Source: an optimization exercise on an open RTL-to-GDS flow (aim: small area and few clock cycles). Production flows keep margins and buffers that such runs may drop.
Function was checked by simulation only, so behaviour that the tests miss may differ from the original.
No activity file was given, so power comes from the tool's default toggle rates.

===== config.mk =====
export PLATFORM = sky130hd
export DESIGN_NAME = lasc_ctrl
export DESIGN_NICKNAME = lasc_ctrl
export VERILOG_FILES = /design/flow/design.v
export SDC_FILE = /design/flow/constraint.sdc
export NUM_CORES = 4
export LEC_CHECK = 0
export CAP_MARGIN = 20
export CORE_MARGIN = 2
export CORE_UTILIZATION = 60
export PLACE_DENSITY = 0.75
export SLEW_MARGIN = 20

===== constraint.sdc =====
create_clock -name core_clock -period 10.0 [get_ports {clk}]
set_input_delay 2.0000 -clock core_clock [delete_from_list [all_inputs] [get_ports {clk}]]
set_output_delay 2.0000 -clock core_clock [all_outputs]
set_load 0.01 [all_outputs]

===== design.v =====
module lasc_ctrl (
    input  wire        clk,
    input  wire        rst,           
    input  wire        op_valid,
    input  wire [31:0] op_word,
    output wire        op_ready,
    output wire        rsp_valid,
    output wire [1:0]  rsp_code,      
    output reg         act_valid,
    output reg  [3:0]  act_kind,
    output reg  [15:0] act_data,
    input  wire [7:0]  st_rdata,
    input  wire        st_wfail,
    output reg         booted,
    output reg  [2:0]  mode,
    output reg         scan_active,
    output reg         scan_done,
    output reg  [1:0]  scan_result,
    output reg         flash_armed,
    output wire [7:0]  intensity,
    output reg         ind,
    output reg         cfg_err,
    output wire [13:0] patch,
    output wire [13:0] work,
    output reg  [3:0]  channel,
    output reg  [2:0]  range,
    output reg         zero_based
);
    localparam [15:0] DEBOUNCE_MS = 16'd20;
    localparam [15:0] SLOW_MS     = 16'd500;
    localparam [15:0] FAST_MS     = 16'd100;
    localparam [15:0] ACCEL_MS    = 16'd2000;
    localparam [7:0]  FLASH_TOGGLE_MS = 8'd250;
    localparam [15:0] STARTUP_WAIT_MS = 16'd100;
    localparam [15:0] CONFIG_IDLE_MS  = 16'd3000;
    localparam [7:0]  ACTIVITY_MS = 8'd50;
    localparam OP_TICK   = 8'h01, OP_DLOAD = 8'h02, OP_DWAIT = 8'h03;
    localparam OP_SBEGIN = 8'h10, OP_EVAL  = 8'h11, OP_PEND  = 8'h12;
    localparam OP_FSTART = 8'h20, OP_FSTOP = 8'h21, OP_ACT   = 8'h22;
    localparam OP_BOOT   = 8'h30, OP_EVENT = 8'h31, OP_FSTEP = 8'h32;
    localparam M_STARTUP = 3'd0, M_CFGCH = 3'd1, M_CFGDISP = 3'd2,
               M_NORMAL  = 3'd3, M_MODE2 = 3'd4;
    localparam EV_NONE = 2'd0, EV_UP = 2'd1, EV_DOWN = 2'd2, EV_MODE = 2'd3;
    localparam SW_REL = 2'd0, SW_UNC = 2'd1, SW_CONF = 2'd2;
    localparam A_INIT = 4'd1, A_SETINT = 4'd2, A_SHOWCR = 4'd3, A_SHOWP = 4'd4,
               A_SHOWZB = 4'd5, A_MIDI = 4'd6, A_UNLOCK = 4'd7, A_LOCK = 4'd8,
               A_READ = 4'd9, A_WRITE = 4'd10;
    localparam R_DONE = 2'd0, R_HOLD = 2'd1, R_REFUSED = 2'd2;
    localparam S_IDLE   = 5'b00000,
               S_INIT   = 5'b00001,
               S_R0     = 5'b01000, S_R1 = 5'b01001, S_R2 = 5'b01010, S_R3 = 5'b01011, S_R4 = 5'b01100,
               S_W0     = 5'b10000, S_W1 = 5'b10001, S_W2 = 5'b10010, S_W3 = 5'b10011, S_W4 = 5'b10100,
               S_CXINT  = 5'b00010,
               S_UNL0   = 5'b00011, S_UNL2 = 5'b00100, S_LOCK = 5'b00101,
               S_B0     = 5'b11000, S_B1 = 5'b11001, S_B2 = 5'b11010, S_PC = 5'b11011, S_PN = 5'b11100,
               S_SHOWP  = 5'b00110,
               S_INTL   = 5'b00111, S_SHOWCR = 5'b01101, S_SHOWZB = 5'b01110, S_SHOWW = 5'b01111;
    function [15:0] inc16;
        input [15:0] a;
        input        ci;
        integer i;
        reg c;
        begin
            c = ci;
            for (i = 0; i < 16; i = i + 1) begin
                inc16[i] = a[i] ^ c;
                c = c & a[i];
            end
        end
    endfunction
    function [15:0] dec16;
        input [15:0] a;
        input        bi;
        integer i;
        reg b;
        begin
            b = bi;
            for (i = 0; i < 16; i = i + 1) begin
                dec16[i] = a[i] ^ b;
                b = b & ~a[i];
            end
        end
    endfunction
    function gtc16;
        input [15:0] a;
        input [15:0] k;
        integer i;
        reg g;
        begin
            g = 1'b0;
            for (i = 0; i < 16; i = i + 1)
                g = k[i] ? (a[i] & g) : (a[i] | g);
            gtc16 = g;
        end
    endfunction
    function ge16;
        input [15:0] a;
        input [15:0] b;
        integer i;
        reg g;
        begin
            g = 1'b1;
            for (i = 0; i < 16; i = i + 1)
                g = (a[i] & ~b[i]) | (~(a[i] ^ b[i]) & g);
            ge16 = g;
        end
    endfunction
    reg [15:0] delay_cnt;
    reg [1:0]  sw_st0, sw_st1, sw_st2;
    reg [15:0] sw_down0, sw_down1, sw_down2;
    reg [15:0] sw_first0, sw_first1, sw_first2;
    reg [1:0]  scan_idx;
    reg [15:0] scan_el;               
    reg [15:0] scan_timeout;
    reg        scan_ar;
    reg        period_acc;
    reg [7:0]  cnt;
    reg [9:0]  patch_r, work_r;       
    reg [4:0]  seq;
    reg        seq_commit;
    reg        seq_diff;
    reg        rsp_r;
    reg [1:0]  rsp_code_r;
    wire int_lo = flash_armed & ind;
    assign intensity = {4'd0, ~int_lo, ~int_lo, ~int_lo, 1'b1};
    assign patch = {4'd0, patch_r};
    assign work  = {4'd0, work_r};
    wire [7:0] opc = op_word[31:24];
    wire z_23_17 = (op_word[23:17] == 7'd0);
    wire z_16    = !op_word[16];
    wire z_15_3  = (op_word[15:3] == 13'd0);
    wire z_2     = !op_word[2];
    wire z_1_0   = (op_word[1:0] == 2'd0);
    wire o_tick   = (opc == OP_TICK);
    wire o_dload  = (opc == OP_DLOAD);
    wire o_dwait  = (opc == OP_DWAIT);
    wire o_sbegin = (opc == OP_SBEGIN);
    wire o_eval   = (opc == OP_EVAL);
    wire o_pend   = (opc == OP_PEND);
    wire o_fstart = (opc == OP_FSTART);
    wire o_fstop  = (opc == OP_FSTOP);
    wire o_act    = (opc == OP_ACT);
    wire o_boot   = (opc == OP_BOOT);
    wire o_event  = (opc == OP_EVENT);
    wire o_fstep  = (opc == OP_FSTEP);
    wire z_all = z_23_17 && z_16 && z_15_3 && z_2 && z_1_0;
    wire legal = ((o_tick || o_dwait || o_pend || o_fstart || o_fstop || o_act || o_boot) && z_all) ||
                 (o_dload && z_23_17 && z_16) ||
                 (o_sbegin && z_23_17) ||
                 ((o_eval || o_fstep) && z_23_17 && z_16 && z_15_3) ||
                 (o_event && z_23_17 && z_16 && z_15_3 && z_2);
    wire [2:0] pins = op_word[2:0];
    wire idx3 = scan_idx[1] & scan_idx[0];
    wire fs       = o_fstep && booted && !scan_done;
    wire do_boot  = o_boot   || (o_fstep && !booted);
    wire do_event = o_event  || (o_fstep && booted && scan_done);
    wire do_eval  = o_eval   || (fs && scan_active && !idx3);
    wire do_pend  = o_pend   || (fs && scan_active && idx3);
    wire do_sbegin= o_sbegin || (fs && !scan_active);
    wire in_st  = (mode == M_STARTUP);
    wire in_ch  = (mode == M_CFGCH);
    wire in_dp  = (mode == M_CFGDISP);
    wire in_nm  = (mode == M_NORMAL);
    wire in_m2  = (mode == M_MODE2);
    wire [15:0] fs_to = in_st ? STARTUP_WAIT_MS : (in_ch || in_dp) ? CONFIG_IDLE_MS : 16'd0;
    wire [15:0] sb_to = o_fstep ? fs_to : op_word[15:0];
    wire        sb_ar = o_fstep ? in_m2 : op_word[16];
    wire [1:0]  ev = o_fstep ? scan_result : op_word[1:0];
    wire ev_none = (ev == EV_NONE);
    wire ev_up   = (ev == EV_UP);
    wire ev_dn   = (ev == EV_DOWN);
    wire ev_mode = (ev == EV_MODE);
    wire ev_ud   = ev_up || ev_dn;
    wire dly_nz = (delay_cnt != 16'd0);
    wire refuse = !legal ||
                  (o_dload && dly_nz) ||
                  (o_sbegin && scan_active) ||
                  (o_eval && !(scan_active && !idx3)) ||
                  (o_pend && !(scan_active && idx3)) ||
                  (o_boot && booted) ||
                  (o_event && !(booted && !scan_active));
    wire s_show = (seq == S_SHOWP) || (seq == S_SHOWW);
    wire seq_last = (seq == S_SHOWP && !seq_commit) || seq == S_INTL || seq == S_SHOWCR ||
                    seq == S_SHOWZB || seq == S_SHOWW;
    assign op_ready  = (seq == S_IDLE) || (seq_last && !(s_show && o_event));
    assign rsp_valid = rsp_r || seq_last;
    assign rsp_code  = rsp_code_r;
    wire accept = op_valid && op_ready && !rst;
    wire run    = accept && !refuse;
    wire r_tick   = run && o_tick;
    wire r_dload  = run && o_dload;
    wire r_fstart = run && o_fstart;
    wire r_fstop  = run && o_fstop;
    wire r_act    = run && o_act;
    wire r_boot   = run && do_boot;
    wire r_event  = run && do_event;
    wire r_eval   = run && do_eval;
    wire r_pend   = run && do_pend;
    wire r_sbegin = run && do_sbegin;
    wire [1:0]  ei  = scan_idx;
    wire        e0  = (ei == 2'd0), e1 = (ei == 2'd1), e2 = ei[1];
    wire        ea  = (e0 & pins[0]) | (e1 & pins[1]) | (e2 & pins[2]);
    wire [1:0]  est = ({2{e0}} & sw_st0) | ({2{e1}} & sw_st1) | ({2{e2}} & sw_st2);
    wire [15:0] el_down  = ({16{e0}} & sw_down0) | ({16{e1}} & sw_down1) | ({16{e2}} & sw_down2);
    wire [15:0] el_first = ({16{e0}} & sw_first0) | ({16{e1}} & sw_first1) | ({16{e2}} & sw_first2);
    wire        e_fast   = period_acc || gtc16(el_first, ACCEL_MS);
    wire        e_deb    = gtc16(el_down, DEBOUNCE_MS);
    wire        e_rep    = e_fast ? gtc16(el_down, FAST_MS) : gtc16(el_down, SLOW_MS);
    wire ev_rel   = !ea;
    wire ev_press = ea && est == SW_REL;
    wire ev_conf  = ea && est == SW_UNC && e_deb;
    wire ev_rpt   = ea && est[1] && scan_ar;
    wire ev_fire  = ev_conf || (ev_rpt && e_rep);
    wire ev_down  = ev_press || (ev_rpt && e_rep);    
    wire [1:0] ei_inc = {ei[1] ^ ei[0], ~ei[0]};
    wire p_tmo = (scan_timeout != 16'd0) && ge16(scan_el, scan_timeout);
    wire ev_arm  = (in_st && !ev_none) || (in_nm && ev_mode);
    wire evc_cx  = (in_ch && ev_none) || (in_dp && (ev_none || ev_mode));
    wire evc_nud = in_nm && ev_ud;
    wire evc_m2u = in_m2 && ev_ud;
    wire evc_m2c = in_m2 && ev_mode;
    wire evc_clamp = in_ch && ev_mode && range[2] && (patch_r[9:7] != 3'd0);
    wire [9:0] p_op  = in_m2 ? work_r : patch_r;     
    wire       p_up  = s_show || ev_up;
    wire       p_ci  = s_show ? !zero_based : !ev_mode;
    reg  [9:0] p_sum;
    reg        p_c;
    integer    pi;
    always @(*) begin
        p_c = p_ci;
        for (pi = 0; pi < 10; pi = pi + 1) begin
            p_sum[pi] = p_op[pi] ^ p_c;
            p_c = p_c & (p_up ? p_op[pi] : ~p_op[pi]);
        end
    end
    wire [2:0] pm_r = in_ch ? 3'd0 : range;
    reg  [9:0] pmax;
    always @(*) begin
        case (pm_r)
            3'd0:    pmax = 10'd127;
            3'd1:    pmax = 10'd255;
            3'd2:    pmax = 10'd383;
            3'd3:    pmax = 10'd511;
            default: pmax = 10'd999;
        endcase
    end
    wire ones60  = &p_op[6:0];
    wire p_atmax = (range == 3'd0) ? ones60 :
                   (range == 3'd1) ? ones60 & p_op[7] :
                   (range == 3'd2) ? ones60 & p_op[8] :
                   (range == 3'd3) ? ones60 & p_op[8] & p_op[7] :
                                     (&p_op[9:5]) & (&p_op[2:0]);
    wire [9:0] bv = {patch_r[1:0], st_rdata};
    wire b_over = (patch_r[7:2] != 6'd0) ||
                  ((range == 3'd0) ? (bv[9:7] != 3'd0) :
                   (range == 3'd1) ? (bv[9:8] != 2'd0) :
                   (range == 3'd2) ? (bv[9] | (bv[8] & bv[7])) :
                   (range == 3'd3) ? bv[9] :
                                     ((&bv[9:5]) & (bv[4] | bv[3])));
    wire boot_r2 = (seq == S_R2) && in_st;
    wire boot_r3 = (seq == S_R3) && in_st;
    wire sel_bv   = boot_r2 || boot_r3;
    wire sel_pmax = (boot_r3 && b_over) || (!sel_bv && (evc_clamp || (!ev_up && p_c)));
    wire sel_zero = ev_up && p_atmax;
    wire [9:0] p_new = sel_pmax ? pmax : sel_bv ? bv : (p_sum & ~{10{sel_zero}});
    wire we_patch = boot_r2 || boot_r3 || (r_event && (evc_nud || evc_m2c || evc_clamp));
    wire we_work  = boot_r3 || (r_event && ((in_nm && ev_mode) || evc_m2u));
    always @(posedge clk) begin
        if (rst) begin
            patch_r <= 10'd0;
            work_r  <= 10'd0;
        end else begin
            if (we_patch) patch_r <= p_new;
            if (we_work)  work_r  <= p_new;
        end
    end
    wire [2:0] s_off = seq[2:0];
    reg [7:0] s_byte;
    always @(*) begin
        case (s_off)
            3'd0:    s_byte = {4'd0, channel};
            3'd1:    s_byte = {5'd0, range};
            3'd2:    s_byte = {6'd0, patch_r[9:8]};
            3'd3:    s_byte = patch_r[7:0];
            default: s_byte = {7'd0, zero_based};
        endcase
    end
    wire rd_ne = (st_rdata != s_byte);
    wire [7:0] x5 = st_rdata;
    wire ca = x5[0] & x5[4];
    wire [2:0] m5a = {(x5[1] & x5[5]) | (ca & (x5[1] ^ x5[5])), x5[1] ^ x5[5] ^ ca, x5[0] ^ x5[4]};
    wire cb = x5[2] & x5[6];
    wire [2:0] m5b = ~{(x5[3] & x5[7]) | (cb & (x5[3] ^ x5[7])), x5[3] ^ x5[7] ^ cb, x5[2] ^ x5[6]};
    wire [3:0] m5v;
    wire [3:0] m5c;
    assign m5c[0] = 1'b0;
    genvar gi;
    generate
        for (gi = 0; gi < 3; gi = gi + 1) begin : g_m5
            assign m5v[gi]   = m5a[gi] ^ m5b[gi] ^ m5c[gi];
            assign m5c[gi+1] = (m5a[gi] & m5b[gi]) | (m5c[gi] & (m5a[gi] ^ m5b[gi]));
        end
    endgenerate
    assign m5v[3] = m5c[3];
    reg  [2:0] m5;
    always @(*) begin
        case (m5v)
            4'd0: m5 = 3'd3;
            4'd1: m5 = 3'd4;
            4'd2: m5 = 3'd0;
            4'd3: m5 = 3'd1;
            4'd4: m5 = 3'd2;
            4'd5: m5 = 3'd3;
            4'd6: m5 = 3'd4;
            4'd7: m5 = 3'd0;
            4'd8: m5 = 3'd1;
            4'd9: m5 = 3'd2;
            4'd10: m5 = 3'd3;
            4'd11: m5 = 3'd4;
            4'd12: m5 = 3'd0;
            4'd13: m5 = 3'd1;
            4'd14: m5 = 3'd2;
            4'd15: m5 = 3'd3;
        endcase
    end
    wire [3:0] ch_step;
    wire [4:0] ch_c;
    assign ch_c[0] = 1'b1;
    generate
        for (gi = 0; gi < 4; gi = gi + 1) begin : g_ch
            assign ch_step[gi] = channel[gi] ^ ch_c[gi];
            assign ch_c[gi+1]  = ch_c[gi] & (ev_up ? channel[gi] : ~channel[gi]);
        end
    endgenerate
    always @(*) begin
        act_valid = 1'b1;
        act_kind  = 4'd0;
        act_data  = 16'd0;
        case (seq)
            S_INIT: act_kind = A_INIT;
            S_R0, S_R1, S_R2, S_R3, S_R4: begin act_kind = A_READ; act_data = {13'd0, s_off}; end
            S_W0, S_W1, S_W2, S_W3, S_W4: begin act_kind = A_WRITE; act_data = {5'd0, s_off, s_byte}; end
            S_CXINT, S_INTL: begin act_kind = A_SETINT; act_data = {8'd0, intensity}; end
            S_UNL0, S_UNL2: act_kind = A_UNLOCK;
            S_LOCK: act_kind = A_LOCK;
            S_B0: begin act_kind = A_MIDI; act_data = {8'd0, 4'hB, channel}; end
            S_B1: begin act_kind = A_MIDI; act_data = 16'd0; end
            S_B2: begin act_kind = A_MIDI; act_data = {13'd0, patch_r[9:7]}; end
            S_PC: begin act_kind = A_MIDI; act_data = {8'd0, 4'hC, channel}; end
            S_PN: begin act_kind = A_MIDI; act_data = {9'd0, patch_r[6:0]}; end
            S_SHOWP, S_SHOWW: begin act_kind = A_SHOWP; act_data = {6'd0, p_sum}; end
            S_SHOWCR: begin act_kind = A_SHOWCR; act_data = {5'd0, range, 4'd0, channel}; end
            S_SHOWZB: begin act_kind = A_SHOWZB; act_data = {15'd0, zero_based}; end
            default: act_valid = 1'b0;
        endcase
    end
    always @(posedge clk)
        scan_el <= r_sbegin ? 16'd0 : inc16(scan_el, r_tick);
    always @(posedge clk) begin
        sw_down0  <= (r_eval && e0 && ev_down)  ? 16'd0 : inc16(sw_down0, r_tick);
        sw_down1  <= (r_eval && e1 && ev_down)  ? 16'd0 : inc16(sw_down1, r_tick);
        sw_down2  <= (r_eval && e2 && ev_down)  ? 16'd0 : inc16(sw_down2, r_tick);
        sw_first0 <= (r_eval && e0 && ev_press) ? 16'd0 : inc16(sw_first0, r_tick);
        sw_first1 <= (r_eval && e1 && ev_press) ? 16'd0 : inc16(sw_first1, r_tick);
        sw_first2 <= (r_eval && e2 && ev_press) ? 16'd0 : inc16(sw_first2, r_tick);
    end
    always @(posedge clk) begin
        if (rst)
            delay_cnt <= 16'd0;
        else
            delay_cnt <= dec16(delay_cnt, r_tick && dly_nz) | ({16{r_dload}} & op_word[15:0]);
    end
    wire cnt_one = (cnt == 8'd1);
    wire cnt_l250 = r_fstart || (r_event && ev_arm) || (r_tick && cnt_one);
    wire cnt_l50  = (r_act || (r_event && evc_nud)) && !flash_armed;
    reg [7:0] cnt_dec;
    reg       cnt_b;
    integer   ci;
    always @(*) begin
        cnt_b = r_tick;
        for (ci = 0; ci < 8; ci = ci + 1) begin
            cnt_dec[ci] = cnt[ci] ^ cnt_b;
            cnt_b = cnt_b & ~cnt[ci];
        end
    end
    always @(posedge clk)
        cnt <= cnt_l250 ? FLASH_TOGGLE_MS : cnt_l50 ? ACTIVITY_MS : cnt_dec;
    always @(posedge clk) begin
        if (accept)
            rsp_code_r <= refuse ? R_REFUSED : (o_dwait && dly_nz) ? R_HOLD : R_DONE;
        case (seq)
            S_R0: seq_diff <= rd_ne;
            S_R1: seq_diff <= seq_diff || rd_ne;
            S_R2: seq_diff <= rd_ne;
            default: ;
        endcase
        if (r_sbegin) begin
            scan_timeout <= sb_to;
            scan_ar      <= sb_ar;
        end
        if (r_sbegin || (r_pend && !p_tmo)) begin
            scan_idx   <= 2'd0;
            period_acc <= 1'b0;
        end
        if (r_eval) begin
            if (!ev_fire)
                scan_idx <= ei_inc;
            if (ev_rel)
                period_acc <= 1'b0;
            else if (ev_rpt)
                period_acc <= e_fast;
        end
    end
    always @(posedge clk) begin
        if (rst) begin
            sw_st0       <= SW_REL;
            sw_st1       <= SW_REL;
            sw_st2       <= SW_REL;
            scan_active  <= 1'b0;
            scan_done    <= 1'b0;
            scan_result  <= EV_NONE;
            flash_armed  <= 1'b0;
            ind          <= 1'b0;
            booted       <= 1'b0;
            mode         <= M_STARTUP;
            channel      <= 4'd0;
            range        <= 3'd0;
            zero_based   <= 1'b0;
            cfg_err      <= 1'b0;
            seq          <= S_IDLE;
            seq_commit   <= 1'b0;
            rsp_r        <= 1'b0;
        end else begin
            rsp_r <= 1'b0;
            case (seq)
                S_INIT: seq <= S_R0;
                S_R0: begin
                    if (in_st) channel <= st_rdata[3:0];
                    seq <= S_R1;
                end
                S_R1: begin
                    if (in_st) range <= m5;
                    seq <= S_R4;
                end
                S_R4: begin
                    if (in_st) begin
                        zero_based <= (st_rdata != 8'd0);
                        seq <= S_R2;
                    end else if (seq_diff || rd_ne)
                        seq <= S_UNL0;
                    else
                        seq <= S_SHOWP;
                end
                S_R2: seq <= S_R3;
                S_R3: begin
                    if (in_st) begin
                        seq <= S_IDLE; rsp_r <= 1'b1;
                    end else if (seq_diff || rd_ne)
                        seq <= S_UNL2;
                    else
                        seq <= S_SHOWP;
                end
                S_CXINT: seq <= S_R0;
                S_UNL0: seq <= S_W0;
                S_W0: begin if (st_wfail) cfg_err <= 1'b1; seq <= S_W1; end
                S_W1: begin if (st_wfail) cfg_err <= 1'b1; seq <= S_W4; end
                S_W4: begin if (st_wfail) cfg_err <= 1'b1; seq <= S_LOCK; end
                S_UNL2: seq <= S_W2;
                S_W2: begin if (st_wfail) cfg_err <= 1'b1; seq <= S_W3; end
                S_W3: begin if (st_wfail) cfg_err <= 1'b1; seq <= S_LOCK; end
                S_LOCK: seq <= S_SHOWP;
                S_B0: seq <= S_B1;
                S_B1: seq <= S_B2;
                S_B2: seq <= S_PC;
                S_PC: seq <= S_PN;
                S_PN: seq <= S_R2;
                S_SHOWP: begin
                    seq_commit <= 1'b0;
                    seq <= seq_commit ? S_INTL : S_IDLE;
                end
                default: seq <= S_IDLE;
            endcase
            if (accept)
                rsp_r <= 1'b1;
            if (r_tick && cnt_one)
                ind <= flash_armed && !ind;
            if (r_fstart) begin
                flash_armed <= 1'b1;
                ind         <= 1'b0;
            end
            if (r_fstop) begin
                flash_armed <= 1'b0;
                ind         <= 1'b0;
                rsp_r       <= 1'b0;
                seq         <= S_INTL;
            end
            if (r_act && !flash_armed)
                ind <= 1'b1;
            if (r_boot) begin
                rsp_r  <= 1'b0;
                seq    <= S_INIT;
                booted <= 1'b1;
            end
            if (r_sbegin) begin
                scan_done    <= 1'b0;
                scan_active  <= 1'b1;
            end
            if (r_eval) begin
                if (ev_fire) begin
                    scan_result <= ei_inc;
                    scan_done   <= 1'b1;
                    scan_active <= 1'b0;
                end
                if (e0) begin
                    if (ev_rel) sw_st0 <= SW_REL;
                    else if (ev_press) sw_st0 <= SW_UNC;
                    else if (ev_conf) sw_st0 <= SW_CONF;
                end
                if (e1) begin
                    if (ev_rel) sw_st1 <= SW_REL;
                    else if (ev_press) sw_st1 <= SW_UNC;
                    else if (ev_conf) sw_st1 <= SW_CONF;
                end
                if (e2) begin
                    if (ev_rel) sw_st2 <= SW_REL;
                    else if (ev_press) sw_st2 <= SW_UNC;
                    else if (ev_conf) sw_st2 <= SW_CONF;
                end
            end
            if (r_pend) begin
                if (flash_armed) begin
                    rsp_r <= 1'b0;
                    seq   <= S_INTL;
                end
                if (p_tmo) begin
                    scan_result <= EV_NONE;
                    scan_done   <= 1'b1;
                    scan_active <= 1'b0;
                end
            end
            if (r_event) begin
                scan_done <= 1'b0;
                if (ev_arm) begin
                    flash_armed <= 1'b1;
                    ind         <= 1'b0;
                end
                if (evc_cx || evc_m2c) begin
                    flash_armed <= 1'b0;
                    ind         <= 1'b0;
                    mode        <= M_NORMAL;
                end
                if (evc_nud && !flash_armed)
                    ind <= 1'b1;
                if (evc_nud || evc_m2c) begin
                    seq_commit <= evc_m2c;
                    seq <= (range != 3'd0) ? S_B0 : S_PC;
                end
                if (in_st)
                    mode <= ev_none ? M_NORMAL : ev_dn ? M_CFGDISP : M_CFGCH;
                if (in_nm && ev_mode)
                    mode <= M_MODE2;
                if (in_ch && ev_ud)
                    channel <= ch_step;
                if (in_ch && ev_mode)
                    range <= range[2] ? 3'd0 : {range[1] & range[0], range[1] ^ range[0], ~range[0]};
                if (in_dp && ev_ud)
                    zero_based <= !zero_based;
                if (!((in_nm || in_m2) && ev_none) && !(in_nm && ev_mode))
                    rsp_r <= 1'b0;
                if ((in_st && ev_none))
                    seq <= S_SHOWP;
                if ((in_st && (ev_up || ev_mode)) || (in_ch && !ev_none))
                    seq <= S_SHOWCR;
                if ((in_st && ev_dn) || (in_dp && ev_ud))
                    seq <= S_SHOWZB;
                if (evc_cx)
                    seq <= S_CXINT;
                if (evc_m2u)
                    seq <= S_SHOWW;
            end
        end
    end
endmodule

===== flow/run.sh =====
#!/bin/bash
# The standard layout (standard.sh), with these changes to how the layout is made:
#  - ABC maps all logic, adders included, for area (flow/abc_map.script) instead of
#    the speed script and the adder cell map; registers are mapped before ABC runs,
#    so they are the standard synthesis's own;
#  - the port buffers are the smallest buffer cell;
#  - clock tree: clkbuf_8 buffers, small sink clusters, no dummy loads.
set -euo pipefail
cd "$(dirname "$0")/.."
rm -rf scripts_area
cp -r "$FLOW_HOME/scripts" scripts_area
cp flow/abc_map.script scripts_area/abc_speed.script
export SCRIPTS_DIR="$PWD/scripts_area"
export ADDER_MAP_FILE=
export BUFFER_PORTS_ARGS="-buffer_cell sky130_fd_sc_hd__buf_1"
export CTS_ARGS="-sink_clustering_enable -repair_clock_nets -dont_use_dummy_load -sink_clustering_size 16 -sink_clustering_max_diameter 60 -buf_list sky130_fd_sc_hd__clkbuf_8"
bash standard.sh > standard_flow.log 2>&1

===== flow/abc_map.script =====
&get -n
&st
&deepsyn -T 20
&dc2
&dch -f
&nf -R 1000 -p -F 8 -A 8 -C 32
&st
&dc2
&dch -f
&nf -R 1000 -p -F 8 -A 8 -C 32
&put

===== standard.sh =====
#!/bin/bash
# synth_recipe.tcl (not shown) runs the flow's synth.tcl, then flattens the netlist and writes it again
# the make line also repeats each setting of config.mk as NAME=value (left out here)
make -C /OpenROAD-flow-scripts/flow DESIGN_CONFIG=/design/flow/config.mk WORK_HOME=/design/flow/orfs CLKGATE_MAP_FILE= SYNTH_SCRIPT=/design/flow/synth_recipe.tcl "${@:-finish}"

==> impl_results.md, run 1 <==
- Leading cell type in the layout, fill and taps excluded: sky130_fd_sc_hd__dfxtp_1
- Setup total negative slack: 0 ns
- Slew margin rel.: 26.2%
- Maximum root-to-sink buffer count: 3
- Global placement routability congestion: 1.03
- Die outline area: 0.0189 mm²
- Wire length the detailed router placed on met1: 13500 µm
- Type of element launching the critical path: primary input
- Number of DRC violations after detailed routing: 0
- Run status: finished clean
- Flop2flop setup slack: 2.94 ns
- Setup fix buffers added after clock tree synthesis: 0
- Maximum number of pins on one net before global-route repair: 38
- # H-tree levels: 1
- CTS hold repair buffers: 0
- Critical Path Source: op_word[27]
- Core Rows: 48
- FF+latch count, synth: 211
- Most used cells in the layout excluding fill and tap cells: 191 x sky130_fd_sc_hd__dfxtp_1, 148 x sky130_fd_sc_hd__nor2_1, 141 x sky130_fd_sc_hd__nand2_1
- CP Capture Type: output pin
- Number of buffers added by the clock tree synthesis step: 18
- Vias in the first global route: 9168
- Final hold viol count: 0
- Highest ir drop seen on vdd: 0.110 mV
- Syn-to-layout area delta: 8.86%
- Antenna violations before repair: 0
- Fraction of layout instances using a drive strength above 1: 2.49%
- Resized cells post-CTS: 0
- Initial Utilization: 61.6%
- Transition time of the tightest slew-check pin: 1.10 ns
- Overflow after GRT: 0
- Estimated wirelength of the detail-placed design: 21900 µm
- Clock-pin slew of the registers on the worst-case setup and hold paths: 0.10 ns
- Required time reported for the critical path endpoint: 8.00 ns
- Worst reg-to-reg path cell count: 26
- Number of DRC markers in iteration 0: 972
- TritonCTS clock tree: done
- Global-route wire length before repair: 46900 µm
- Setup Skew: 0.0321 ns
- Shortest period the worst path allows: 8.58 ns
- Synth Warn #: 1
- Final Slew Violations: 0
- Number of enable flip-flop cells after synthesis: 20
- Placeable core region: 0.0174 mm²
- Horizontal die dimension: 138 µm
- Count of distinct cell types in the synthesized netlist: 59
- Insertion delay of the later-clocked pin in the worst-skew pair: 0.52 ns
- Pre-CTS setup slack: 1.51 ns
- Metal2 WL: 12900 µm
- PD cells: 118 mW/mm²
- Die height: 138 µm
- Post-route fraction of the period consumed by the critical path: 85.8%
- Worst R2R Start: seq[2]
- Drt wl/cell: 17.8 µm
- Routed Wire Length: 29600 µm
- Kind of critical path: primary input to output pin
- Fraction of the yosys area taken by sequential cells: 41.4%
- Final worst slack: 1.42 ns
- Fin nets: 1490
- Length of routed met3 wiring: 2330 µm
- I/O pin count: 124
- Via density per instance: 6.24
- Worst path arrival time: 6.58 ns
- Cells after Synth: 1313
- Number of sinks handled by clock tree synthesis: 211
- Combined area of all synthesized cells: 0.0107 mm²
- Number of buffer cells added on primary ports: 105
- Uppermost metal layer occupied by signal nets: met4
- Async set-or-reset flop fraction in the synthesized netlist: 0%
- Via Count: 10411
- Dominant synthesized flop cell: sky130_fd_sc_hd__dfxtp_1
- Final Cell Area: 0.0116 mm²
- CP Max Fanout: 15
- DR pass1 iterations: 6
- Hold/Removal Path Class: register to register
- Clock Root Buffer: sky130_fd_sc_hd__clkbuf_8
- Number of antenna repair diodes: 0
- Leakage: 4.35 nW
- Total placed instance area: 0.0114 mm²
- Number of nets still failing antenna checks after routing: 0
- Max capacitance violation total: 0
- RSZ-0062 raised after global routing: false
- Worst setup path end: act_data[9]
- F_max: 117 MHz
- GRT Util Overall: 31.1%
- Syn avg cell area: 8.15 µm²
- Count of endpoints failing setup in the final report: 0
- RR Endpoint: sw_first1[15]
## cells by family (layout without fill, tap and decap cells)
family	Yosys count	count (layout)	share of synthesized area, %
AOI/OAI and AO/OA	370	370	22.3
xor gates and xnor gates	60	60	4.91
adders and majority gates	2	2	0.187
DFF	211	211	41.4
muxes	17	17	1.59
other	2	18	0.0702
and+or+nand+nor	592	592	26.8
buffers and inverters	59	174	2.77
## layout make-up
type / instances / area, µm²
Clock buffer: 18 / 248
Fill cell: 1518 / 5710
Inverter: 39 / 146
Multi-Input combinational cell: 1059 / 6060
Sequential cell: 211 / 4420
Tap cell: 225 / 282
Timing Repair Buffer: 117 / 485
## Yosys cell counts (3+ instances only)
cell type,count,area share [%]
sky130_fd_sc_hd__nor4b_1,3,0.25
sky130_fd_sc_hd__a32o_1,4,0.37
sky130_fd_sc_hd__a31oi_1,19,1.1
sky130_fd_sc_hd__nor3_1,84,3.9
sky130_fd_sc_hd__dfxtp_1,191,36
sky130_fd_sc_hd__mux2i_1,17,1.6
sky130_fd_sc_hd__o31ai_1,4,0.28
sky130_fd_sc_hd__nor2_1,150,5.3
sky130_fd_sc_hd__o221ai_1,5,0.41
sky130_fd_sc_hd__o21ai_0,87,4.1
sky130_fd_sc_hd__a21oi_1,106,5.0
sky130_fd_sc_hd__nand2b_1,15,0.88
sky130_fd_sc_hd__o41ai_1,5,0.41
sky130_fd_sc_hd__o21a_1,24,1.7
sky130_fd_sc_hd__xor2_1,29,2.4
sky130_fd_sc_hd__and4_1,4,0.33
sky130_fd_sc_hd__clkinv_1,39,1.4
sky130_fd_sc_hd__nor4_1,18,1.1
sky130_fd_sc_hd__nand4_1,18,1.1
sky130_fd_sc_hd__and3_1,39,2.3
sky130_fd_sc_hd__buf_4,20,1.4
sky130_fd_sc_hd__a32oi_1,5,0.41
sky130_fd_sc_hd__and2_0,36,2.1
sky130_fd_sc_hd__or2_0,4,0.23
sky130_fd_sc_hd__a221oi_1,13,1.1
sky130_fd_sc_hd__a211oi_1,5,0.35
sky130_fd_sc_hd__or4_1,7,0.49
sky130_fd_sc_hd__nor3b_1,8,0.56
sky130_fd_sc_hd__a22oi_1,17,1.2
sky130_fd_sc_hd__a21o_1,16,1.1
sky130_fd_sc_hd__edfxtp_1,20,5.6
sky130_fd_sc_hd__a221o_1,4,0.37
sky130_fd_sc_hd__nand3_1,34,1.6
sky130_fd_sc_hd__nand3b_1,3,0.21
sky130_fd_sc_hd__a222oi_1,6,0.56
sky130_fd_sc_hd__a211o_1,3,0.25
sky130_fd_sc_hd__nor2b_1,19,1.1
sky130_fd_sc_hd__a22o_1,11,0.90
sky130_fd_sc_hd__xnor2_1,31,2.5
sky130_fd_sc_hd__or3_1,9,0.53
sky130_fd_sc_hd__o22ai_1,10,0.58
sky130_fd_sc_hd__nand2_1,141,4.9
sky130_fd_sc_hd__o211ai_1,5,0.35
## critical path: stages
cell and delay, ns:
sky130_fd_sc_hd__buf_1 0.07, sky130_fd_sc_hd__nor4_1 0.52, sky130_fd_sc_hd__and3_1 0.32, sky130_fd_sc_hd__nand2_1 0.32, sky130_fd_sc_hd__and2_0 0.30, sky130_fd_sc_hd__a21oi_1 0.55, sky130_fd_sc_hd__nor2_1 0.30, sky130_fd_sc_hd__mux2i_1 0.33
sky130_fd_sc_hd__nand3_1 0.18, sky130_fd_sc_hd__nand2b_1 0.21, sky130_fd_sc_hd__nor2_1 0.26, sky130_fd_sc_hd__nand2_1 0.14, sky130_fd_sc_hd__nor4_1 0.35, sky130_fd_sc_hd__mux2i_1 0.18, sky130_fd_sc_hd__xnor2_1 0.29, sky130_fd_sc_hd__o21ai_0 0.12
sky130_fd_sc_hd__buf_1 0.15
## through the flow
stage | util, % | hold WS (ns) | power, mW | cells
global placement | 65.6 | 0.435 | 0.957 | 1650
detailed placement | 65.6 | 0.443 | 0.959 | 1650
floorplan | - | 0.425 | 0.932 | 1329
CTS | 67.0 | 0.466 | 1.38 | 1668
finish | 67.1 | 0.470 | 1.38 | 1669
global route | 67.1 | 0.494 | 1.42 | 1669
## metal layers
layer	global-route usage, %	up-vias
met5	0	-
met4	9.74	0
met3	5.85	70
met2	47.7	443
met1	44.4	4815
li1	-	5083
## report_power, final
part | switching (mW) | internal [mW] | total, mW
Combinational | 0.0588 | 0.0260 | 0.0847
Sequential | 0.00356 | 0.854 | 0.857
Clock | 0.271 | 0.162 | 0.434
## worst min-delay path by stage
stage,start,end,cells after the start
global route,sw_st1[0],sw_st1[0],1
finish,sw_st2[0],sw_st2[0],1
CTS,sw_st1[0],sw_st1[0],1
detailed placement,sw_st1[0],sw_st1[0],1
floorplan,sw_st2[1],sw_st2[1],2
global placement,sw_st1[0],sw_st1[0],1
Testbench counts, summed over its fixed seeds: cycles 277,456.
==> run 2: changes to the inputs <==
--- a/config.mk
+++ b/config.mk
@@ -6,7 +6,7 @@
 export NUM_CORES = 4
 export LEC_CHECK = 0
-export CAP_MARGIN = 20
+export CAP_MARGIN = 0
 export CORE_MARGIN = 2
 export CORE_UTILIZATION = 60
 export PLACE_DENSITY = 0.75
-export SLEW_MARGIN = 20
+export SLEW_MARGIN = 0
==> run 2 against run 1 <==
Compared with the run above:
- synthesized cell count unchanged
- sequential share of layout area about the same
- critical path type unchanged
- highest routed layer unchanged
- register-to-register slack got worse by 0.04 ns
==> impl_results.md, run 2 <==
- Clock-pin slew of the registers on the worst-case setup and hold paths: 0.10 ns
- Count of endpoints failing setup in the final report: 0
- Leading cell type in the layout, fill and taps excluded: sky130_fd_sc_hd__dfxtp_1
- Leakage: 4.35 nW
- Syn-to-layout area delta: 8.74%
- Syn avg cell area: 8.15 µm²
- Number of buffers added by the clock tree synthesis step: 18
- Switching pwr: 333 µW
- Power share of the sequential group: 62.3%
- Shortest period the worst path allows: 8.58 ns
- TritonCTS clock tree: done
- Synth Warn #: 1
- Async set-or-reset flop fraction in the synthesized netlist: 0%
- Type of element launching the critical path: primary input
- Core Rows: 48
- CP Max Fanout: 15
- GRT Util Overall: 31.1%
- Cells after Synth: 1313
- Fraction of layout instances using a drive strength above 1: 2.29%
- Maximum number of pins on one net before global-route repair: 38
- Initial Utilization: 61.6%
- Transition time of the tightest slew-check pin: 1.16 ns
- Total Power: 1.38 mW
- PD cells: 118 mW/mm²
- # H-tree levels: 1
- Vias in the first global route: 9168
- Number of DRC violations after detailed routing: 0
- Most frequent cell after synthesis: sky130_fd_sc_hd__dfxtp_1
- Proportion of power drawn by combinational gates: 6.1%
- Horizontal die dimension: 138 µm
- Number of sinks handled by clock tree synthesis: 211
- Fin util: 67.0%
- Worst R2R Start: seq[2]
- Clock power share: 31.5%
- Estimated wirelength of the detail-placed design: 21900 µm
- Final Slew Violations: 0
- Count of distinct cell types in the synthesized netlist: 59
- Overflow after GRT: 0
- Insertion delay of the later-clocked pin in the worst-skew pair: 0.52 ns
- Maximum root-to-sink buffer count: 3
- Internal: 1.04 mW
- Critical Path Slowest Stage Cell: sky130_fd_sc_hd__a21oi_1
- DR pass1 iterations: 5
- Filler cell count: 1516
- Dominant synthesized flop cell: sky130_fd_sc_hd__dfxtp_1
- Required time reported for the critical path endpoint: 8.00 ns
- Die height: 138 µm
- Global-route wire length before repair: 46900 µm
- RSZ-0062 raised after global routing: false
- Critical Path Max Stage Delay: 0.54 ns
- Die outline area: 0.0189 mm²
- Via density per instance: 6.25
- Number of buffer cells added on primary ports: 105
- Kind of critical path: primary input to output pin
- Cell-by-cell trace of the critical path: buf_1 > nor4_1 > and3_1 > nand2_1 > and2_0 > a21oi_1 > nor2_1 > mux2i_1 > nand3_1 > nand2b_1 > nor2_1 > nand2_1 > nor4_1 > mux2i_1 > xnor2_1 > o21ai_0 > buf_1
- Setup Skew: 0.0344 ns
- CP Capture Type: output pin
- Resized cells post-CTS: 0
- Highest ir drop seen on vdd: 0.109 mV
- Placeable core region: 0.0174 mm²
- Switching power as a share of total power: 24.2%
- F_max: 117 MHz
- Number of DRC markers in iteration 0: 981
- Post-route fraction of the period consumed by the critical path: 85.8%
- Most used cells in the layout excluding fill and tap cells: 191 x sky130_fd_sc_hd__dfxtp_1, 150 x sky130_fd_sc_hd__nor2_1, 141 x sky130_fd_sc_hd__nand2_1
- Fraction of the yosys area taken by sequential cells: 41.4%
- Ranking of synthesized cells by area: sky130_fd_sc_hd__dfxtp_1 36%, sky130_fd_sc_hd__edfxtp_1 5.6%, sky130_fd_sc_hd__nor2_1 5.3%, sky130_fd_sc_hd__a21oi_1 5.0%, sky130_fd_sc_hd__nand2_1 4.9%
- Cell type with the highest aggregate area in the netlist: sky130_fd_sc_hd__dfxtp_1
- Top cell type's share of synthesized area: 35.7%
- Hold wc startpoint: sw_st1[0]
- Combined area of all synthesized cells: 0.0107 mm²
- Drt wl/cell: 17.8 µm
- Final hold viol count: 0
- Number of antenna repair diodes: 0
- Max capacitance violation total: 0
- Run status: finished clean
- Slew margin rel.: 22.5%
- Setup fix buffers added after clock tree synthesis: 0
- Hold/Removal Path Class: register to register
- Synth cell count leaders: 191 x sky130_fd_sc_hd__dfxtp_1, 150 x sky130_fd_sc_hd__nor2_1, 141 x sky130_fd_sc_hd__nand2_1, 106 x sky130_fd_sc_hd__a21oi_1, 87 x sky130_fd_sc_hd__o21ai_0
- FF+latch count, synth: 211
- Routed Wire Length: 29700 µm
- Via Count: 10424
- Clock Root Buffer: sky130_fd_sc_hd__clkbuf_8
- Number of enable flip-flop cells after synthesis: 20
- Flop2flop setup slack: 2.90 ns
- Antenna violations before repair: 0
- Critical Path Source: op_word[27]
- Worst path arrival time: 6.58 ns
- Fin nets: 1489
- Setup total negative slack: 0 ns
- Number of nets still failing antenna checks after routing: 0
- Global placement routability congestion: 1.03
- I/O pin count: 124
- CTS hold repair buffers: 0
run 2: cell counts after synthesis:
Identical to the previous run, type by type.
run 2: area by class of cell:
class / instances / area (µm²) / area share (%)
clock buffers: 18 / 248 / 2.13
inverters: 39 / 146 / 1.26
multi-input cells: 1059 / 6050 / 52.0
flip-flops and latches: 211 / 4420 / 38.0
well taps: 225 / 282 / 2.42
repair buffers: 116 / 478 / 4.11
run 2: kinds of logic after synthesis:
kind of cell	share of synthesized area [%]
other cells	0.0702
mux	1.59
flops	41.4
compound gates	22.3
fa+ha+maj	0.187
simple gates	26.8
xor+xnor	4.91
buf+inv	2.77
run 2: layer usage:
layer,global-route usage (%),vias up,wire length [µm]
li1,-,5075,-
met1,44.4,4839,13400
met2,47.7,438,13000
met3,5.85,72,2430
met4,9.74,0,874
met5,0,-,0
run 2: path summary, 6_finish.rpt:
| check | endpoint | depth (start not counted) |
|---|---|---|
| setup / recovery | act_data[9] | 17 |
| hold / removal | sw_st1[0] | 1 |
| setup reg to reg | sw_first1[15] | 26 |
| hold reg to reg | sw_st1[0] | 1 |
run 2: power by group through the flow:
| stage | clock network, mW | logic (mW) | registers (mW) |
|---|---|---|---|
| CTS | 0.440 | 0.0824 | 0.857 |
| finish | 0.434 | 0.0844 | 0.857 |
| global placement | 0 | 0.0803 | 0.877 |
| detailed placement | 0 | 0.0820 | 0.877 |
| global route | 0.471 | 0.0928 | 0.857 |
| floorplan | 0 | 0.0556 | 0.876 |
run 2: stage by stage:
step | std cells | worst slack (ns) | instance area (µm²) | hold slack [ns]
3_5_place_dp | 1650 | 1.51 | 11400 | 0.443
5_1_grt | 1668 | 0.839 | 11600 | 0.494
3_3_place_gp | 1650 | 1.61 | 11400 | 0.435
2_1_floorplan | 1329 | 2.59 | 10800 | 0.425
4_1_cts | 1668 | 1.48 | 11600 | 0.466
6_report | 1668 | 1.42 | 11600 | 0.467
run 2: worst max-delay path: cells and delay by family:
kind	cells	cell delay (ns)
compound gates	2	0.66
xor+xnor	1	0.29
buf+inv	2	0.22
mux	2	0.51
simple gates	10	2.89
==> run 3: changes to the inputs <==
--- a/config.mk
+++ b/config.mk
@@ -6,7 +6,7 @@
 export NUM_CORES = 4
 export LEC_CHECK = 0
-export CAP_MARGIN = 0
+export CAP_MARGIN = 20
 export CORE_MARGIN = 2
-export CORE_UTILIZATION = 60
-export PLACE_DENSITY = 0.75
-export SLEW_MARGIN = 0
+export CORE_UTILIZATION = 70
+export PLACE_DENSITY = 0.85
+export SLEW_MARGIN = 20
==> run 3 against run 2 <==
Compared with the run above:
- critical path depth unchanged
- worst setup slack worse by 0.0034 ns
- flip-flop and latch count stayed put
- sequential power barely moved
- die area down 14%
- combinational power decreased by 1%
- cell count is 2.3% lower
- synthesized cell count unchanged
- largest power group unchanged
==> impl_results.md, run 3 <==
- Setup Skew: 0.0559 ns
- Combined area of all synthesized cells: 0.0107 mm²
- Shortest period the worst path allows: 8.58 ns
- Setup total negative slack: 0 ns
- Syn avg cell area: 8.15 µm²
- Total Power: 1.36 mW
- Fraction of the yosys area taken by sequential cells: 41.4%
- Clock Root Buffer: sky130_fd_sc_hd__clkbuf_8
- DR pass1 iterations: 7
- Async set-or-reset flop fraction in the synthesized netlist: 0%
- Number of buffer cells added on primary ports: 105
- Busiest metal layer after global routing: met2
- I/O pin count: 124
- F_max: 117 MHz
- Number of DRC violations after detailed routing: 0
- CP Max Fanout: 15
- Worst path arrival time: 6.58 ns
- Storage element area: 0.00442 mm²
- Synth cell count leaders: 191 x sky130_fd_sc_hd__dfxtp_1, 150 x sky130_fd_sc_hd__nor2_1, 141 x sky130_fd_sc_hd__nand2_1, 106 x sky130_fd_sc_hd__a21oi_1, 87 x sky130_fd_sc_hd__o21ai_0
- Horizontal die dimension: 128 µm
- Slew margin rel.: 30.2%
- Maximum number of pins on one net before global-route repair: 38
- Minimum hold slack: 0.469 ns
- Transition time of the tightest slew-check pin: 1.04 ns
- Required time reported for the critical path endpoint: 8.00 ns
- Number of sinks handled by clock tree synthesis: 211
- Overflow after GRT: 0
- Global placement routability congestion: 0.993
- Critical Path Max Stage Delay: 0.57 ns
- Final Slew Violations: 0
- Die height: 128 µm
- Resized cells post-CTS: 0
- Via density per instance: 6.54
- TritonCTS clock tree: done
- Most used cells in the layout excluding fill and tap cells: 191 x sky130_fd_sc_hd__dfxtp_1, 148 x sky130_fd_sc_hd__nor2_1, 141 x sky130_fd_sc_hd__nand2_1
- Cell-by-cell trace of the critical path: buf_1 > nor4_1 > and3_1 > nand2_1 > and2_0 > a21oi_1 > nor2_1 > mux2i_1 > nand3_1 > nand2b_1 > nor2_1 > nand2_1 > nor4_1 > mux2i_1 > xnor2_1 > o21ai_0 > buf_1
- Number of enable flip-flop cells after synthesis: 20
- Cell type with the highest aggregate area in the netlist: sky130_fd_sc_hd__dfxtp_1
- Met2 Use GR: 57.7%
- Buffers plus inverters on the worst setup path: 2
- Count of distinct cell types in the synthesized netlist: 59
- Number of antenna repair diodes: 0
- Hold/Removal Path Class: register to register
- Antenna violations before repair: 0
- Setup fix buffers added after clock tree synthesis: 0
- Kind of critical path: primary input to output pin
- Number of nets still failing antenna checks after routing: 0
- Via Count: 10646
- Type of element launching the critical path: primary input
- Fraction of layout instances using a drive strength above 1: 2.22%
- Number of DRC markers in iteration 0: 1177
- Syn-to-layout area delta: 8.14%
- Final hold viol count: 0
- FF+latch count, synth: 211
- Top cell type's share of synthesized area: 35.7%
- Leading cell type in the layout, fill and taps excluded: sky130_fd_sc_hd__dfxtp_1
- Most frequent cell after synthesis: sky130_fd_sc_hd__dfxtp_1
- Fin nets: 1487
- Ranking of synthesized cells by area: sky130_fd_sc_hd__dfxtp_1 36%, sky130_fd_sc_hd__edfxtp_1 5.6%, sky130_fd_sc_hd__nor2_1 5.3%, sky130_fd_sc_hd__a21oi_1 5.0%, sky130_fd_sc_hd__nand2_1 4.9%
- CP Capture Type: output pin
- Initial Utilization: 70.9%
- Fin util: 76.7%
- Filler cell count: 1159
- Placeable core region: 0.0151 mm²
- Run status: finished clean
- Leakage: 4.33 nW
- Met3 Use GR: 5.11%
- # H-tree levels: 1
- Dominant synthesized flop cell: sky130_fd_sc_hd__dfxtp_1
- Core Rows: 45
- Routed Wire Length: 29400 µm
- Global-route wire length before repair: 47000 µm
- Number of buffers added by the clock tree synthesis step: 17
- CP delay by family, top: simple AND/OR/NAND/NOR gates
- Max capacitance violation total: 0
- RSZ-0062 raised after global routing: false
- Critical Path Slowest Stage Cell: sky130_fd_sc_hd__a21oi_1
- Insertion delay of the later-clocked pin in the worst-skew pair: 0.52 ns
- Area taken by multi-input logic gates: 0.00606 mm²
- CTS hold repair buffers: 0
- Cells after Synth: 1313
- Count of endpoints failing setup in the final report: 0
- Met1 capacity usage during global routing: 46.6%
- Die outline area: 0.0163 mm²
- Maximum root-to-sink buffer count: 3
- Drt wl/cell: 18.1 µm
- Synth Warn #: 1
- PD cells: 118 mW/mm²
- Highest ir drop seen on vdd: 0.118 mV
- GRT Util Overall: 35.1%
- Clock-pin slew of the registers on the worst-case setup and hold paths: 0.07 ns
- Vias in the first global route: 9626
- Post-route fraction of the period consumed by the critical path: 85.8%
- Estimated wirelength of the detail-placed design: 21600 µm
[run 3: cell counts after synthesis]
Identical to the previous run, type by type.
[run 3: layer usage]
metal  vias up  wire length [µm]
met5         -                 0
met4         0              1300
met3       129              2570
met2       568             13400
met1      4895             12100
li1       5054                 -
[run 3: logic make-up (layout without fill, tap and decap cells)]
logic type                 Yosys count  after routing  synth area share [%]
DFF                                211            211                  41.4
xor gates and xnor gates            60             60                  4.91
and+or+nand+nor                    592            592                  26.8
muxes                               17             17                  1.59
buffers and inverters               59            171                  2.77
AOI/OAI and AO/OA                  370            370                  22.3
other                                2             18                0.0702
adders and majority gates            2              2                 0.187
[run 3: report_power, final]
part	switching (mW)	internal [mW]
registers	0.00359	0.854
clock network	0.265	0.154
logic	0.0571	0.0262
total	0.325	1.03
[run 3: worst min-delay path: cells and delay by family (launching register included)]
kind | cells | cell delay, ns
AOI/OAI and AO/OA | 1 | 0.06
and+or+nand+nor | 1 | 0.06
DFF | 1 | 0.31
[run 3: path summary, 6_finish.rpt]
path | start | endpoint | slack, ns | depth (start not counted)
max reg2reg | seq[2] | sw_first1[15] | 3.03 | 26
min reg2reg | seq_commit | seq_commit | 0.47 | 2
max | op_word[27] | act_data[9] | 1.42 | 17
min | seq_commit | seq_commit | 0.47 | 2
[run 3: through the flow]
step / std cells / area [µm²] / setup WS [ns]
floorplan: 1329 / 10800 / 2.59
global placement: 1611 / 11300 / 1.78
detailed placement: 1611 / 11300 / 1.61
CTS: 1628 / 11600 / 1.59
global route: 1629 / 11600 / 1.06
finish: 1629 / 11600 / 1.42
[run 3: final cells by class]
class | instances | area share (%)
Timing Repair Buffer | 115 | 4.06
Multi-Input combinational cell | 1059 | 52.4
Clock buffer | 17 | 2.02
Inverter | 39 | 1.27
Tap cell | 188 | 2.03
Sequential cell | 211 | 38.2
==> run 4: changes to the inputs <==
--- a/config.mk
+++ b/config.mk
@@ -6,7 +6,7 @@
 export NUM_CORES = 4
 export LEC_CHECK = 0
-export CAP_MARGIN = 20
+export CAP_MARGIN = 0
 export CORE_MARGIN = 2
 export CORE_UTILIZATION = 70
 export PLACE_DENSITY = 0.85
-export SLEW_MARGIN = 20
+export SLEW_MARGIN = 0
==> run 4 against run 3 <==
Compared with the run above:
- largest power group unchanged
- global-route usage down 0.15 points
- still clean on timing, DRC and antenna
- area after synthesis is the same
- worst setup slack gained 0.14 ns
- routed wire length about the same
- via count fell by 0.55%
- first-iteration DRC count shrank 0.17%
- highest routed layer unchanged
- cell count about the same
- design area decreased by 0.11%
- sequential share of layout area is essentially flat
- core utilization down 0.083 points
==> impl_results.md, run 4 <==
- Run status: finished clean
- Resized cells post-CTS: 0
- Number of buffer cells added on primary ports: 105
- TritonCTS clock tree: done
- Insertion delay of the later-clocked pin in the worst-skew pair: 0.51 ns
- DR pass1 iterations: 5
- Number of standard cells in the layout, taps in and fillers out: 1628
- Leakage: 4.33 nW
- Flop2flop setup slack: 3.07 ns
- Transition time of the tightest slew-check pin: 1.16 ns
- Total Power: 1.36 mW
- Fraction of layout instances using a drive strength above 1: 2.01%
- Number of nets still failing antenna checks after routing: 0
- Ranking of synthesized cells by area: sky130_fd_sc_hd__dfxtp_1 36%, sky130_fd_sc_hd__edfxtp_1 5.6%, sky130_fd_sc_hd__nor2_1 5.3%, sky130_fd_sc_hd__a21oi_1 5.0%, sky130_fd_sc_hd__nand2_1 4.9%
- Leading cell type in the layout, fill and taps excluded: sky130_fd_sc_hd__dfxtp_1
- Count of distinct cell types in the synthesized netlist: 59
- Count of endpoints failing setup in the final report: 0
- Via Count: 10587
- Adder-cell area share of the yosys netlist: 0.187%
- Routed Wire Length: 29400 µm
- GRT Util Overall: 34.9%
- Highest ir drop seen on vdd: 0.116 mV
- Initial Utilization: 70.9%
- Horizontal die dimension: 128 µm
- Number of enable flip-flop cells after synthesis: 20
- Dominant synthesized flop cell: sky130_fd_sc_hd__dfxtp_1
- Maximum root-to-sink buffer count: 3
- Fraction of synthesized area in multiplexers: 1.59%
- Most frequent cell after synthesis: sky130_fd_sc_hd__dfxtp_1
- Setup Skew: 0.0397 ns
- Estimated wirelength of the detail-placed design: 21800 µm
- Syn avg cell area: 8.15 µm²
- F_max: 118 MHz
- FF+latch count, synth: 211
- Number of DRC violations after detailed routing: 0
- Type of element launching the critical path: primary input
- Number of DRC markers in iteration 0: 1175
- Shortest period the worst path allows: 8.44 ns
- Cell type with the highest aggregate area in the netlist: sky130_fd_sc_hd__dfxtp_1
- Combined area of all synthesized cells: 0.0107 mm²
- Most used cells in the layout excluding fill and tap cells: 191 x sky130_fd_sc_hd__dfxtp_1, 150 x sky130_fd_sc_hd__nor2_1, 141 x sky130_fd_sc_hd__nand2_1
- Overflow after GRT: 0
- Clock-pin slew of the registers on the worst-case setup and hold paths: 0.07 ns
- Compound-gate portion of the synthesized area: 22.3%
- Synth cell count leaders: 191 x sky130_fd_sc_hd__dfxtp_1, 150 x sky130_fd_sc_hd__nor2_1, 141 x sky130_fd_sc_hd__nand2_1, 106 x sky130_fd_sc_hd__a21oi_1, 87 x sky130_fd_sc_hd__o21ai_0
- Vias in the first global route: 9555
- Post-Synth XOR/XNOR Area: 4.91%
- RSZ-0062 raised after global routing: false
- PD cells: 117 mW/mm²
- Synth Warn #: 1
- Setup fix buffers added after clock tree synthesis: 0
- Cell Count Post-Placement: 1611
- Global-route wire length before repair: 46900 µm
- Cells after Synth: 1313
- Async set-or-reset flop fraction in the synthesized netlist: 0%
- Die height: 128 µm
- Core Rows: 45
- Placeable core region: 0.0151 mm²
- Worst path arrival time: 6.44 ns
- Antenna violations before repair: 0
- Fraction of the yosys area taken by sequential cells: 41.4%
- Kind of critical path: primary input to output pin
- Required time reported for the critical path endpoint: 8.00 ns
- Via density per instance: 6.50
- Clock Root Buffer: sky130_fd_sc_hd__clkbuf_8
- Number of antenna repair diodes: 0
- CP Capture Type: output pin
- Setup total negative slack: 0 ns
- Final hold viol count: 0
- Drt wl/cell: 18.0 µm
- Global placement routability congestion: 0.993
- Maximum number of pins on one net before global-route repair: 38
- Slew margin rel.: 22.5%
- Syn-to-layout area delta: 8.02%
- CP Max Fanout: 15
- Final Slew Violations: 0
- Top cell type's share of synthesized area: 35.7%
- Max capacitance violation total: 0
- I/O pin count: 124
- Simple-gate area share of the yosys netlist: 26.8%
- Post-route fraction of the period consumed by the critical path: 84.4%
- Number of sinks handled by clock tree synthesis: 211
- # H-tree levels: 1
- Die outline area: 0.0163 mm²
- Fin nets: 1486
- CTS hold repair buffers: 0
- Number of buffers added by the clock tree synthesis step: 17
- Hold/Removal Path Class: register to register
- Dominant combinational cell family by area after synthesis: simple AND/OR/NAND/NOR gates
run 4: metal layers:
layer	vias up	share of wire, %	track usage [%]
li1	5063	-	-
met1	4864	41	46.9
met2	552	46	57.3
met3	108	9.3	5.32
met4	0	3.9	13.0
met5	-	0	0
run 4: cell type report:
type,count,area (µm²)
Multi-Input combinational cell,1059,6050
Sequential cell,211,4420
Fill cell,1150,3530
Timing Repair Buffer,114,462
Tap cell,188,235
Clock buffer,17,234
Inverter,39,146
run 4: metrics by stage:
step	util, %	hold WS (ns)	worst slack [ns]	instance area, µm²
3_3_place_gp	75.0	0.435	1.78	11300
2_1_floorplan	-	0.425	2.59	10800
6_report	76.6	0.470	1.56	11600
4_1_cts	76.6	0.467	1.67	11600
3_5_place_dp	75.0	0.445	1.68	11300
5_1_grt	76.6	0.495	1.13	11600
run 4: critical path, cell delays in order:
cell,delay (ns)
sky130_fd_sc_hd__buf_1,0.07
sky130_fd_sc_hd__nor4_1,0.45
sky130_fd_sc_hd__and3_1,0.29
sky130_fd_sc_hd__nand2_1,0.30
sky130_fd_sc_hd__and2_0,0.30
sky130_fd_sc_hd__a21oi_1,0.51
sky130_fd_sc_hd__nor2_1,0.27
sky130_fd_sc_hd__mux2i_1,0.31
sky130_fd_sc_hd__nand3_1,0.18
sky130_fd_sc_hd__nand2b_1,0.22
sky130_fd_sc_hd__nor2_1,0.27
sky130_fd_sc_hd__nand2_1,0.14
sky130_fd_sc_hd__nor4_1,0.37
sky130_fd_sc_hd__mux2i_1,0.18
sky130_fd_sc_hd__xnor2_1,0.31
sky130_fd_sc_hd__o21ai_0,0.12
sky130_fd_sc_hd__buf_1,0.15
run 4: cells by family after synthesis:
| group | Yosys count |
|---|---|
| fa+ha+maj | 2 |
| buf+inv | 59 |
| simple gates | 592 |
| xor+xnor | 60 |
| flops | 211 |
| other cells | 2 |
| mux | 17 |
| compound gates | 370 |
run 4: path summary, 6_finish.rpt:
path / depth (start not counted) / start / end
max: 17 / op_word[27] / act_data[9]
min: 2 / seq_commit / seq_commit
max reg2reg: 26 / seq[2] / sw_first1[15]
min reg2reg: 2 / seq_commit / seq_commit
run 4: power breakdown:
| group | internal, mW | leakage (nW) | switching (mW) |
|---|---|---|---|
| registers | 0.854 | 1.71 | 0.00331 |
| clock network | 0.154 | 0.122 | 0.262 |
| logic | 0.0262 | 2.49 | 0.0571 |
| total | 1.03 | 4.33 | 0.322 |
==> run 5: changes to the inputs <==
--- a/flow/run.sh
+++ b/flow/run.sh
@@ -5,5 +5,5 @@
 #    so they are the standard synthesis's own;
 #  - the port buffers are the smallest buffer cell;
-#  - clock tree: clkbuf_8 buffers, small sink clusters, no dummy loads.
+#  - clock tree: clkbuf_4 buffers under a clkbuf_8 root, small sink clusters, no dummy loads.
 set -euo pipefail
 cd "$(dirname "$0")/.."
@@ -14,4 +14,4 @@
 export ADDER_MAP_FILE=
 export BUFFER_PORTS_ARGS="-buffer_cell sky130_fd_sc_hd__buf_1"
-export CTS_ARGS="-sink_clustering_enable -repair_clock_nets -dont_use_dummy_load -sink_clustering_size 16 -sink_clustering_max_diameter 60 -buf_list sky130_fd_sc_hd__clkbuf_8"
+export CTS_ARGS="-sink_clustering_enable -repair_clock_nets -dont_use_dummy_load -sink_clustering_size 12 -sink_clustering_max_diameter 40 -buf_list sky130_fd_sc_hd__clkbuf_4 -root_buf sky130_fd_sc_hd__clkbuf_8"
 bash standard.sh > standard_flow.log 2>&1
==> run 5 against run 4 <==
Compared with the run above:
- highest routed layer unchanged
- routed wire length down 0.61%
- core utilization down 0.083 points
- design area fell by 0.11%
- area after synthesis is the same
- sequential share of layout area about the same
==> impl_results.md, run 5 <==
- Run status: finished clean
- Setup total negative slack: 0 ns
- Horizontal die dimension: 128 µm
- Routed Wire Length: 29200 µm
- Fraction of layout instances using a drive strength above 1: 2.69%
- Worst path arrival time: 6.46 ns
- Leading cell type in the layout, fill and taps excluded: sky130_fd_sc_hd__dfxtp_1
- Most frequent cell after synthesis: sky130_fd_sc_hd__dfxtp_1
- Setup Skew: 0.0526 ns
- Required time reported for the critical path endpoint: 8.00 ns
- Maximum root-to-sink buffer count: 3
- Fin nets: 1496
- I/O pin count: 124
- Number of buffer cells added on primary ports: 105
- Synth cell count leaders: 191 x sky130_fd_sc_hd__dfxtp_1, 150 x sky130_fd_sc_hd__nor2_1, 141 x sky130_fd_sc_hd__nand2_1, 106 x sky130_fd_sc_hd__a21oi_1, 87 x sky130_fd_sc_hd__o21ai_0
- Most used cells in the layout excluding fill and tap cells: 191 x sky130_fd_sc_hd__dfxtp_1, 150 x sky130_fd_sc_hd__nor2_1, 141 x sky130_fd_sc_hd__nand2_1
- PD cells: 116 mW/mm²
- Critical Path Slowest Stage Cell: sky130_fd_sc_hd__a21oi_1
- Drt wl/cell: 17.8 µm
- Placeable core region: 0.0151 mm²
- Final Slew Violations: 0
- Leakage: 4.34 nW
- Global placement routability congestion: 0.993
- Syn-to-layout area delta: 7.91%
- Post-route fraction of the period consumed by the critical path: 84.6%
- Flop2flop setup slack: 3.07 ns
- Number of DRC violations after detailed routing: 0
- Kind of critical path: primary input to output pin
- Number of antenna repair diodes: 0
- F_max: 118 MHz
- Ranking of synthesized cells by area: sky130_fd_sc_hd__dfxtp_1 36%, sky130_fd_sc_hd__edfxtp_1 5.6%, sky130_fd_sc_hd__nor2_1 5.3%, sky130_fd_sc_hd__a21oi_1 5.0%, sky130_fd_sc_hd__nand2_1 4.9%
- Dominant synthesized flop cell: sky130_fd_sc_hd__dfxtp_1
- Die outline area: 0.0163 mm²
- Antenna violations before repair: 0
- Count of distinct cell types in the synthesized netlist: 59
- Cell Count Post-Placement: 1611
- Initial Utilization: 70.9%
- Final Cell Area: 0.0115 mm²
- Total placed instance area: 0.0113 mm²
- Area taken by multi-input logic gates: 0.00605 mm²
- Final hold viol count: 0
- Core Rows: 45
- Clock Root Buffer: sky130_fd_sc_hd__clkbuf_8
- Maximum number of pins on one net before global-route repair: 38
- Critical Path Max Stage Delay: 0.51 ns
- Synth Warn #: 1
- Insertion delay of the later-clocked pin in the worst-skew pair: 0.54 ns
- TritonCTS clock tree: done
- Vias in the first global route: 9614
- Cells after Synth: 1313
- Die height: 128 µm
- Cell type with the highest aggregate area in the netlist: sky130_fd_sc_hd__dfxtp_1
- Highest ir drop seen on vdd: 0.127 mV
- Async set-or-reset flop fraction in the synthesized netlist: 0%
- Via Count: 10654
- Number of enable flip-flop cells after synthesis: 20
- Syn avg cell area: 8.15 µm²
- Type of element launching the critical path: primary input
- DR pass1 iterations: 7
- Top cell type's share of synthesized area: 35.7%
- CP Capture Type: output pin
- Cell-by-cell trace of the critical path: buf_1 > nor4_1 > and3_1 > nand2_1 > and2_0 > a21oi_1 > nor2_1 > mux2i_1 > nand3_1 > nand2b_1 > nor2_1 > nand2_1 > nor4_1 > mux2i_1 > xnor2_1 > o21ai_0 > buf_1
- CP Max Fanout: 15
- Storage element area: 0.00442 mm²
- Fraction of the yosys area taken by sequential cells: 41.4%
- Number of sinks handled by clock tree synthesis: 211
- Estimated wirelength of the detail-placed design: 21800 µm
- GRT Util Overall: 34.9%
- RSZ-0062 raised after global routing: false
- Global-route wire length before repair: 46800 µm
- # H-tree levels: 1
- Combined area of all synthesized cells: 0.0107 mm²
- Number of nets still failing antenna checks after routing: 0
- Overflow after GRT: 0
- Setup fix buffers added after clock tree synthesis: 0
- Number of DRC markers in iteration 0: 1167
- Hold/Removal Path Class: register to register
- Filler cell count: 1169
- Number of standard cells in the layout, taps in and fillers out: 1638
- FF+latch count, synth: 211
- Resized cells post-CTS: 0
- Via density per instance: 6.50
- Max capacitance violation total: 0
- CTS hold repair buffers: 0
- Clock-pin slew of the registers on the worst-case setup and hold paths: 0.07 ns
- Shortest period the worst path allows: 8.46 ns
- Transition time of the tightest slew-check pin: 1.15 ns
- Number of buffers added by the clock tree synthesis step: 27
- Count of endpoints failing setup in the final report: 0
- Slew margin rel.: 23.4%
## run 5: worst max-delay path: cells and delay by family
| kind | cells | cell delay [ns] |
|---|---|---|
| buffers and inverters | 2 | 0.22 |
| muxes | 2 | 0.50 |
| xor gates and xnor gates | 1 | 0.31 |
| AOI/OAI and AO/OA | 2 | 0.64 |
| and+or+nand+nor | 10 | 2.79 |
## run 5: metal layers
metal | wire [µm] | up-vias | GRT usage (%) | share of wire, %
met5 | 0 | - | 0 | 0
met4 | 1150 | 0 | 13.6 | 3.9
met3 | 2610 | 112 | 5.40 | 8.9
met2 | 13300 | 564 | 57.4 | 46
met1 | 12100 | 4891 | 46.4 | 41
li1 | - | 5087 | - | -
## run 5: report_power, final
part / switching [mW] / total [mW] / internal [mW]
sequential: 0.00356 / 0.858 / 0.854
clock: 0.263 / 0.401 / 0.138
combinational: 0.0574 / 0.0836 / 0.0262
total: 0.323 / 1.34 / 1.02
## run 5: cell families after synthesis
family	after synthesis	synth area share (%)
AO/OA/AOI/OAI	370	22.3
XOR/XNOR	60	4.91
adder cells (fa/ha/maj)	2	0.187
buffers and inverters	59	2.77
flip-flops	211	41.4
multiplexers	17	1.59
other	2	0.0702
AND/OR/NAND/NOR	592	26.8
## run 5: worst paths after layout
check / startpoint / endpoint / cells after the start
max: op_word[27] / act_data[9] / 17
min reg2reg: seq_commit / seq_commit / 2
min: seq_commit / seq_commit / 2
max reg2reg: seq[2] / sw_first1[15] / 26
## run 5: layout make-up
| cell class | instances | share of cell area (%) |
|---|---|---|
| clock buffer | 27 | 1.92 |
| inverter | 39 | 1.27 |
| multi-input combinational | 1059 | 52.4 |
| sequential | 211 | 38.3 |
| tap | 188 | 2.04 |
| timing repair buffer | 114 | 4.00 |
## run 5: stage by stage
| step | utilization [%] | setup slack [ns] | hold slack [ns] | power (mW) |
|---|---|---|---|---|
| 2_1_floorplan | - | 2.59 | 0.425 | 0.932 |
| 3_3_place_gp | 75.0 | 1.78 | 0.435 | 0.956 |
| 3_5_place_dp | 75.0 | 1.68 | 0.445 | 0.958 |
| 4_1_cts | 76.5 | 1.67 | 0.471 | 1.35 |
| 5_1_grt | 76.5 | 1.14 | 0.498 | 1.40 |
| 6_report | 76.5 | 1.54 | 0.469 | 1.34 |

-- afterwards: timing with drivers on the ports --
How much do the figures lean on ideal ports? The routed layouts below were timed once more, with nothing changed but the port constraints. Step 1 (the two cells are an assumption about what drives the block):
set clk [get_ports {clk}]
set_driving_cell -lib_cell sky130_fd_sc_hd__clkbuf_16 $clk
set_driving_cell -lib_cell sky130_fd_sc_hd__buf_2 [delete_from_list [all_inputs] $clk]
Step 2, shift: input delay + t, output delay - t, t = (earliest + latest rising clock arrival at the registers) / 2. This alone moves slack from input paths to output paths. Slacks: no drivers / after step 1 / after step 2; pairs: no drivers / after step 1.
run | shift t [ns] | setup WS [ns] | hold slack, ns | clock arrival spread, ns | cell pins on the clock port's net
run 1 | 0.542 | 1.417 / 1.396 / 1.396 | 0.470 / 0.470 / 0.470 | 0.032 / 0.032 | 1
run 2 | 0.543 | 1.421 / 1.401 / 1.401 | 0.467 / 0.467 / 0.467 | 0.035 / 0.034 | 1
run 3 | 0.535 | 1.418 / 1.397 / 1.397 | 0.469 / 0.469 / 0.469 | 0.057 / 0.057 | 1
run 4 | 0.532 | 1.560 / 1.539 / 1.539 | 0.470 / 0.470 / 0.470 | 0.040 / 0.040 | 1
run 5 | 0.558 | 1.541 / 1.520 / 1.520 | 0.469 / 0.469 / 0.469 | 0.052 / 0.053 | 1
After both steps setup and hold are still met in every run listed.
